Context: an optimization exercise on an open-source flow, tuned for small area. The choices shown serve that exercise and are no tape-out recipe. The RTL was checked by simulation tests, not by an equivalence proof against the original design. Power figures rest on the tool's default switching activity, not on a simulated workload.

==> flow/config.mk <==
export PLATFORM = sky130hd
export DESIGN_NAME = mpl115a2_seq
export DESIGN_NICKNAME = mpl115a2_seq
export VERILOG_FILES = /design/flow/design.v
export SDC_FILE = /design/flow/constraint.sdc
export NUM_CORES = 4
export LEC_CHECK = 0
export CAP_MARGIN = 20
export CORE_MARGIN = 2
export CORE_UTILIZATION = 40
export SLEW_MARGIN = 20
==> flow/constraint.sdc <==
create_clock -name core_clock -period 50.0 [get_ports {clk}]
set_input_delay 10.0000 -clock core_clock [delete_from_list [all_inputs] [get_ports {clk}]]
set_output_delay 10.0000 -clock core_clock [all_outputs]
set_load 0.01 [all_outputs]
==> flow/design.v <==
module mpl115a2_comp (
    input  wire [15:0] a0_raw,
    input  wire [15:0] b1_raw,
    input  wire [15:0] b2_raw,
    input  wire [13:0] c12_raw,
    input  wire [9:0]  padc,
    input  wire [9:0]  tadc,
    output wire [31:0] p100,
    output wire [31:0] t10
);
    wire signed [15:0] a0  = a0_raw;
    wire signed [15:0] b1  = b1_raw;
    wire signed [15:0] b2  = b2_raw;
    wire signed [13:0] c12 = c12_raw;
    wire signed [10:0] tadc_s = {1'b0, tadc};
    wire signed [10:0] padc_s = {1'b0, padc};
    wire signed [36:0] a0_q22 = {{2{a0[15]}}, a0, 19'd0};
    wire signed [25:0] b1_q22 = {{1{b1[15]}}, b1, 9'd0};
    wire signed [23:0] b2_q22 = {b2, 8'd0};
    wire signed [24:0] c12_t  = c12 * tadc_s;
    wire signed [25:0] s      = b1_q22 + {c12_t[24], c12_t};
    wire signed [36:0] s_p    = s * padc_s;
    wire signed [34:0] b2_t   = b2_q22 * tadc_s;
    wire signed [36:0] p22    = a0_q22 + s_p + {{2{b2_t[34]}}, b2_t};
    wire signed [49:0] num     = p22 * 50'sd6500;
    wire               num_neg = num[49];
    wire [49:0]        num_mag = num_neg ? -num : num;
    wire [27:0]        num_hi  = num_mag[49:22];
    wire [21:0]        num_lo  = num_mag[21:0];
    wire [27:0]        pq      = num_hi / 28'd1023;
    wire [27:0]        pr_hi   = num_hi % 28'd1023;
    wire [32:0]        p_rem2  = {pr_hi[9:0], num_lo, 1'b0};
    wire [32:0]        p_den   = {1'b0, 10'd1023, 22'd0};
    wire               p_up    = (p_rem2 > p_den) || ((p_rem2 == p_den) && pq[0]);
    wire [27:0]        p_mag   = pq + {27'd0, p_up};
    wire signed [31:0] p_rnd   = num_neg ? -$signed({4'd0, p_mag}) : $signed({4'd0, p_mag});
    assign p100 = p_rnd + 32'sd5000;
    wire signed [18:0] tx      = 19'sd200 * (19'sd498 - $signed({9'd0, tadc}));
    wire               tx_neg  = tx[18];
    wire [18:0]        tx_mag  = tx_neg ? -tx : tx;
    wire [18:0]        tq      = tx_mag / 19'd107;
    wire [18:0]        tr      = tx_mag % 19'd107;
    wire               t_up    = (tr > 19'd53);
    wire [18:0]        t_mag   = tq + {18'd0, t_up};
    wire signed [31:0] t_rnd   = tx_neg ? -$signed({13'd0, t_mag}) : $signed({13'd0, t_mag});
    assign t10 = t_rnd + 32'sd250;
endmodule
module mpl115a2_seq #(
    parameter [6:0]   P_DEVADDR          = 7'h60,
    parameter integer P_CONV_WAIT_CYCLES = 1000
) (
    input  wire        clk,
    input  wire        rst,
    input  wire        h_valid,
    input  wire        h_write,
    input  wire [7:0]  h_addr,
    input  wire [31:0] h_wdata,
    input  wire [3:0]  h_be,
    output wire [31:0] h_rdata,
    output wire        h_err,
    output wire        req_valid,
    input  wire        req_ready,
    output wire        req_kind,
    output wire [6:0]  req_dev,
    output wire [1:0]  req_wlen,
    output wire [15:0] req_wdata,
    output wire [3:0]  req_rlen,
    input  wire        rsp_valid,
    input  wire        rsp_ok,
    input  wire [63:0] rsp_rdata
);
    localparam integer WCNT_W = (P_CONV_WAIT_CYCLES < 1) ? 1 : $clog2(P_CONV_WAIT_CYCLES + 1);
    localparam [2:0] ST_IDLE  = 3'd0,
                     ST_COEF  = 3'd1,
                     ST_CONV  = 3'd2,
                     ST_DELAY = 3'd3,
                     ST_ADC   = 3'd4,
                     ST_COMP  = 3'd5,
                     ST_SETWR = 3'd6;
    localparam [3:0] EC_NONE = 4'd0, EC_IO_READ = 4'd1, EC_IO_WRITE = 4'd2,
                     EC_INVALID_ARG = 4'd3, EC_ILLEGAL = 4'd4;
    localparam [3:0] ES_NONE = 4'd0, ES_DECODE = 4'd1, ES_COEF_READ = 4'd2,
                     ES_CONV_WRITE = 4'd3, ES_ADC_READ = 4'd4, ES_SETREG_WRITE = 4'd5;
    localparam [7:0] OFF_CMD = 8'h00, OFF_STATUS = 8'h04, OFF_PRESS = 8'h08,
                     OFF_TEMP = 8'h0C, OFF_CFG = 8'h10, OFF_ADC_RAW = 8'h14,
                     OFF_COEF0 = 8'h18, OFF_COEF1 = 8'h1C;
    reg [2:0]        st;
    reg              req_pend;      
    reg [15:0]       a0_raw, b1_raw, b2_raw;
    reg [13:0]       c12_raw;
    reg [9:0]        padc, tadc;
    reg [7:0]        l_addr, l_data;
    reg [WCNT_W-1:0] wcnt;
    reg              done, err, valid, overrun;
    reg [3:0]        errcode, errstage;
    reg [31:0]       press, temp;
    wire busy = (st != ST_IDLE);
    wire h_legal   = (h_addr[1:0] == 2'b00) && (h_be == 4'b1111);
    wire cmd_write = h_valid && h_write && h_legal && (h_addr == OFF_CMD);
    wire [31:0] status_word = {16'd0, errstage, errcode, 3'd0,
                               overrun, valid, err, done, busy};
    reg [31:0] rd_mux;
    always @(*) begin
        case (h_addr)
            OFF_STATUS:  rd_mux = status_word;
            OFF_PRESS:   rd_mux = press;
            OFF_TEMP:    rd_mux = temp;
            OFF_CFG:     rd_mux = {25'd0, P_DEVADDR};
            OFF_ADC_RAW: rd_mux = {6'd0, tadc, 6'd0, padc};
            OFF_COEF0:   rd_mux = {b1_raw, a0_raw};
            OFF_COEF1:   rd_mux = {2'd0, c12_raw, b2_raw};
            default:     rd_mux = 32'd0;     
        endcase
    end
    assign h_rdata = h_legal ? rd_mux : 32'd0;
    assign h_err   = h_valid && !h_legal;
    wire is_measure = (h_wdata == 32'h0000_0001);
    wire is_setreg  = (h_wdata[7:0] == 8'h02) && (h_wdata[31:24] == 8'h00);
    wire [7:0] cmd_addr = h_wdata[15:8];
    wire [7:0] cmd_data = h_wdata[23:16];
    wire txn_state = (st == ST_COEF) || (st == ST_CONV) ||
                     (st == ST_ADC)  || (st == ST_SETWR);
    assign req_valid = req_pend && !rst;
    assign req_dev   = P_DEVADDR;
    assign req_kind  = (st == ST_COEF) || (st == ST_ADC);
    assign req_wlen  = req_kind ? 2'd1 : 2'd2;
    assign req_rlen  = (st == ST_COEF) ? 4'd8 : (st == ST_ADC) ? 4'd4 : 4'd0;
    assign req_wdata = (st == ST_COEF)  ? 16'h0004 :
                       (st == ST_ADC)   ? 16'h0000 :
                       (st == ST_CONV)  ? 16'h0012 :    
                                          {l_data, l_addr};
    wire rsp_take = rsp_valid && txn_state && !req_pend;
    wire [31:0] p100, t10;
    mpl115a2_comp u_comp (
        .a0_raw (a0_raw),
        .b1_raw (b1_raw),
        .b2_raw (b2_raw),
        .c12_raw(c12_raw),
        .padc   (padc),
        .tadc   (tadc),
        .p100   (p100),
        .t10    (t10)
    );
    always @(posedge clk) begin
        if (rst) begin
            st       <= ST_IDLE;
            req_pend <= 1'b0;
            a0_raw   <= 16'd0;
            b1_raw   <= 16'd0;
            b2_raw   <= 16'd0;
            c12_raw  <= 14'd0;
            padc     <= 10'd0;
            tadc     <= 10'd0;
            l_addr   <= 8'd0;
            l_data   <= 8'd0;
            wcnt     <= {WCNT_W{1'b0}};
            done     <= 1'b0;
            err      <= 1'b0;
            valid    <= 1'b0;
            overrun  <= 1'b0;
            errcode  <= EC_NONE;
            errstage <= ES_NONE;
            press    <= 32'd0;
            temp     <= 32'd0;
        end else begin
            if (req_valid && req_ready)
                req_pend <= 1'b0;
            if (cmd_write) begin
                if (busy) begin
                    overrun <= 1'b1;
                end else begin
                    done     <= 1'b0;
                    err      <= 1'b0;
                    errcode  <= EC_NONE;
                    errstage <= ES_NONE;
                    overrun  <= 1'b0;
                    if (is_measure) begin
                        valid    <= 1'b0;
                        st       <= ST_COEF;
                        req_pend <= 1'b1;
                    end else if (is_setreg) begin
                        l_addr <= cmd_addr;
                        l_data <= cmd_data;
                        if (cmd_addr > 8'h02) begin
                            done     <= 1'b1;
                            err      <= 1'b1;
                            errcode  <= EC_INVALID_ARG;
                            errstage <= ES_DECODE;
                        end else begin
                            st       <= ST_SETWR;
                            req_pend <= 1'b1;
                        end
                    end else begin
                        done     <= 1'b1;
                        err      <= 1'b1;
                        errcode  <= EC_ILLEGAL;
                        errstage <= ES_DECODE;
                    end
                end
            end
            case (st)
                ST_COEF: if (rsp_take) begin
                    if (rsp_ok) begin
                        a0_raw   <= {rsp_rdata[7:0],   rsp_rdata[15:8]};
                        b1_raw   <= {rsp_rdata[23:16], rsp_rdata[31:24]};
                        b2_raw   <= {rsp_rdata[39:32], rsp_rdata[47:40]};
                        c12_raw  <= {rsp_rdata[55:48], rsp_rdata[63:58]};
                        st       <= ST_CONV;
                        req_pend <= 1'b1;
                    end else begin
                        st       <= ST_IDLE;
                        done     <= 1'b1;
                        err      <= 1'b1;
                        errcode  <= EC_IO_READ;
                        errstage <= ES_COEF_READ;
                    end
                end
                ST_CONV: if (rsp_take) begin
                    if (rsp_ok) begin
                        wcnt <= P_CONV_WAIT_CYCLES[WCNT_W-1:0];
                        st   <= ST_DELAY;
                    end else begin
                        st       <= ST_IDLE;
                        done     <= 1'b1;
                        err      <= 1'b1;
                        errcode  <= EC_IO_WRITE;
                        errstage <= ES_CONV_WRITE;
                    end
                end
                ST_DELAY: begin
                    if (wcnt != {WCNT_W{1'b0}}) begin
                        wcnt <= wcnt - 1'b1;
                    end else begin
                        st       <= ST_ADC;
                        req_pend <= 1'b1;
                    end
                end
                ST_ADC: if (rsp_take) begin
                    if (rsp_ok) begin
                        padc <= {rsp_rdata[7:0],   rsp_rdata[15:14]};
                        tadc <= {rsp_rdata[23:16], rsp_rdata[31:30]};
                        st   <= ST_COMP;
                    end else begin
                        st       <= ST_IDLE;
                        done     <= 1'b1;
                        err      <= 1'b1;
                        errcode  <= EC_IO_READ;
                        errstage <= ES_ADC_READ;
                    end
                end
                ST_COMP: begin
                    press <= p100;
                    temp  <= t10;
                    valid <= 1'b1;
                    done  <= 1'b1;
                    st    <= ST_IDLE;
                end
                ST_SETWR: if (rsp_take) begin
                    st <= ST_IDLE;
                    if (rsp_ok) begin
                        done <= 1'b1;
                    end else begin
                        done     <= 1'b1;
                        err      <= 1'b1;
                        errcode  <= EC_IO_WRITE;
                        errstage <= ES_SETREG_WRITE;
                    end
                end
                default: ;
            endcase
        end
    end
endmodule
==> flow/run.sh <==
#!/bin/bash
# synth_recipe.tcl (not shown) runs the flow's synth.tcl, then flattens the netlist and writes it again
# the make line also repeats each setting of config.mk as NAME=value (left out here)
make -C /OpenROAD-flow-scripts/flow DESIGN_CONFIG=/design/flow/config.mk WORK_HOME=/design/flow/orfs CLKGATE_MAP_FILE= SYNTH_SCRIPT=/design/flow/synth_recipe.tcl finish
==> flow_metrics.py <==
metrics = {
    "outcome": {
        "status": "timing/DRC/antenna clean",
    },
    "grt": {
        "grt_pass1_wl_um": 248000,
        "antenna_found_initial": 2,
        "globalRouteTotalUtil_pct": 22.5,
        "grt_pass1_vias": 45003,
        "grt_max_degree": 68,
        "grt-ovfl-total": 0,
    },
    "yosys": {
        "synthXorXnorAreaFrac_pct": 6.65,
        "yosysSeqAreaShare_pct": 7.11,
        "synth_area_leaders": "fa_1 (27%), ha_1 (10%), inv_1 (7.5%)",
        "synth_top_family_by_area": "adder cells",
        "async_flop_share_pct": 0,
        "ys.flop_type": "dfxtp_1",
        "ys_types": 146,
        "synth_compound_area_share_pct": 18.4,
        "synthMuxAreaShare_pct": 0.995,
        "synth_edf_count": 0,
        "synth-simple-area-share_pct": 19.7,
        "synth_area_mm2": 0.0529,
        "synthCells": 6636,
        "synth_top_cell_by_area": "fa_1",
        "yosys_register_bits": 188,
        "synthAdderAreaFrac_pct": 37.1,
        "avgSynthCellArea_um2": 7.97,
        "synth_top_area_share_pct": 26.5,
        "yosys_warnings": 1,
    },
    "drt": {
        "wl_per_cell_um": 18.3,
        "dr.first_iter.drc_count": 3466,
        "wl_um": 153000,
        "post-route-drc-count": 0,
        "viasPerCell": 5.54,
        "drt_first_pass_iters": 6,
        "num_vias": 46459,
        "ant_nets": 0,
    },
    "critical_path": {
        "crit_slowest_cell": "nor3_2",
        "cp-start-kind": "register",
        "critical_path.max_fanout": 35,
        "slowest_delay_ns": 0.85,
        "crit_type": "reg -> reg",
        "end_kind": "register",
        "arrival_ns": 42.64,
        "cp.required_ns": 50.34,
    },
    "cts": {
        "clkTransAtPathRegs_ns": 0.09,
        "postCtsSetupBuffers": 0,
        "root_buffer": "clkbuf_16",
        "cts_resized": 0,
        "clock_path_buffers": 2,
        "worstSkewPairLatency_ns": 0.51,
        "cts-htree-levels": 4,
        "ctsHoldBuffers": 0,
        "numClockSinks": 188,
        "cts_tree": "yes",
        "cts-buffers-inserted": 17,
    },
    "floorplan": {
        "die_h_um": 368,
        "fp.dieW_um": 368,
        "row_count": 133,
        "io_pins": 179,
        "design.die.area_mm2": 0.135,
        "start_util_pct": 40.3,
        "fp.coreArea_mm2": 0.131,
    },
    "timing": {
        "skew_ns": 0.0205,
        "min_period_ns": 42.30,
        "setup_viol": 0,
        "tightestPinTransition_ns": 1.19,
        "drv_slew": 0,
        "setup-tns-final_ns": 0,
        "fmax_mhz": 23.6,
        "final-hold-violation-count": 0,
        "fin_ws_ns": 7.70,
        "rsz0062_at_grt": "false",
        "min_period_over_period_pct": 84.6,
        "slew_headroom_pct": 19.8,
    },
    "placed_design": {
        "placed_cell_area_mm2": 0.0561,
        "port_buffers": 167,
        "place_ws_ns": 8.32,
        "dpl.cell_count": 8345,
        "dp_hpwl_um": 126000,
        "gp_congestion": 0.930,
    },
    "power_and_ir_drop": {
        "p_leak_nw": 25.6,
        "ir_drop_uv": 25.4,
        "powerDensity_mw_per_mm2": 5.62,
    },
    "final_layout": {
        "fillCellCount": 13379,
        "stdcell_count": 8380,
        "finalInstanceArea_mm2": 0.0568,
        "fin_nets": 7864,
        "final_util_pct": 43.2,
        "layout_common_cells": "inv_1 (1062), nand2_1 (823), fa_1 (701)",
        "syn_to_final_growth_pct": 7.25,
        "drive_above_1_share_pct": 4.47,
        "final_common_cell": "inv_1",
    },
    "hold_path": {
        "hold_path_class": "reg -> reg",
    },
    "run": {
        "drv_cap": 0,
    },
}
worst max-delay path, delay by kind of cell, from the launching register on:
| kind | cells | cell delay, ns |
|---|---|---|
| AOI/OAI and AO/OA | 60 | 17.75 |
| and+or+nand+nor | 31 | 10.19 |
| adders and majority gates | 22 | 9.18 |
| buffers and inverters | 18 | 2.26 |
| xor gates and xnor gates | 6 | 2.12 |
| DFF | 1 | 0.32 |
| muxes | 1 | 0.22 |
final timing paths:
path	slack [ns]	depth (start not counted)	end	startpoint
worst min register to register	0.45	2	press[21]	press[21]
worst max register to register	7.70	138	press[20]	tadc[3]
worst max-delay path	7.70	138	press[20]	tadc[3]
worst min-delay path	0.45	2	press[21]	press[21]
synth_stat cells, types with 15 or more instances:
| cell | n |
|---|---|
| o221ai_1 | 21 |
| buf_4 | 27 |
| nand2b_1 | 34 |
| fa_1 | 701 |
| a211o_1 | 15 |
| nor2_1 | 325 |
| and3_1 | 53 |
| nor3b_1 | 16 |
| inv_1 | 1062 |
| or3_1 | 52 |
| xor2_1 | 120 |
| nor4_1 | 36 |
| a21oi_1 | 434 |
| nand3_1 | 105 |
| ha_1 | 437 |
| a31o_2 | 17 |
| or4_1 | 16 |
| o22ai_1 | 18 |
| nor2b_1 | 28 |
| nand4_1 | 48 |
| o21ai_1 | 24 |
| o21a_1 | 45 |
| dfxtp_1 | 188 |
| a31oi_1 | 58 |
| buf_2 | 15 |
| xnor2_1 | 261 |
| nand2_1 | 823 |
| o211ai_1 | 42 |
| a222oi_1 | 20 |
| a22oi_1 | 62 |
| a211oi_1 | 37 |
| o21bai_1 | 57 |
| o21ai_0 | 170 |
| nor3_1 | 126 |
| clkbuf_1 | 217 |
| a21boi_0 | 21 |
| o31ai_1 | 22 |
| and2_1 | 338 |
| or2_2 | 31 |
| a221oi_1 | 16 |
| mux2i_1 | 31 |
| a21o_1 | 64 |
where the power goes:
| group | internal (W) | switching, W | total (W) |
|---|---|---|---|
| Sequential | 0.000150 | 0.0000000000935 | 0.000150 |
| Combinational | 0.00000844 | 0.00000660 | 0.0000151 |
| Clock | 0.0000708 | 0.0000833 | 0.000154 |
| Total | 0.000229 | 0.0000899 | 0.000319 |
routing by layer:
metal	vias to the layer above	GRT usage (%)	routed length, um
met5	-	0	13
met4	2	3.81	2580
met3	150	2.50	8610
met2	1347	36.4	70000
met1	22895	32.7	72000
li1	22065	-	-
through the flow:
stage | hold slack, ns | power, W
after floorplan | 0.419 | 0.000157
after detailed placement | 0.434 | 0.000168
after global placement | 0.429 | 0.000168
after global routing | 0.462 | 0.000327
final | 0.446 | 0.000319
after CTS | 0.447 | 0.000321
sequential cells by signal, summed over array words and instances (netlist names):
register / flops
press: 32
temp: 32
a0_raw: 16
b1_raw: 16
b2_raw: 16
c12_raw: 14
padc: 10
tadc: 10
wcnt: 10
l_addr: 8
l_data: 8
errcode: 4
errstage: 4
st: 3
done: 1
err: 1
overrun: 1
req_pend: 1
valid: 1
final cells by class:
cell class	count	area, um2	area share, %
multi-input cells	5111	44000	77.6
clock inverters	15	213	0.375
flip-flops and latches	188	3760	6.63
clock buffers	17	425	0.750
inverters	1064	3990	7.04
diodes	1	2.50	0.00441
well taps	1755	2200	3.87
repair buffers	229	2130	3.75
kinds of logic (layout without fill, tap and decap cells):
group           Yosys count  in the layout
buf+inv                1345           1325
xor+xnor                390            390
flops                   188            188
fa+ha+maj              1151           1151
simple gates           2121           2121
mux                      48             48
other cells               2             11
compound gates         1391           1391

[what the ideal ports hide]
In the flow no input, the clock included, has a driving cell. The finished layout below was timed again as built, in two steps. Step 1, drivers: a clkbuf_16 drives clk and a buf_2 each remaining input, both assumed. Step 2, shift: input delay + t, output delay - t, t = (earliest + latest rising clock arrival at the registers) / 2. This alone moves slack from input paths to output paths. a / b / c = no drivers / after step 1 / after step 2; a / b = the first two.
shift t [ns]: 0.545
slack for setup (ns): 7.699 / 7.699 / 7.699
worst hold slack (ns): 0.446 / 0.446 / 0.446
slew at the worst register clock pin (ns): 0.10 / 0.10
worst data-port slew with drivers (ns): 0.08
After both steps this run still meets setup and hold. For this run, drivers alone change the setup slack by 0.000 ns; drivers and shift together by 0.000 ns.
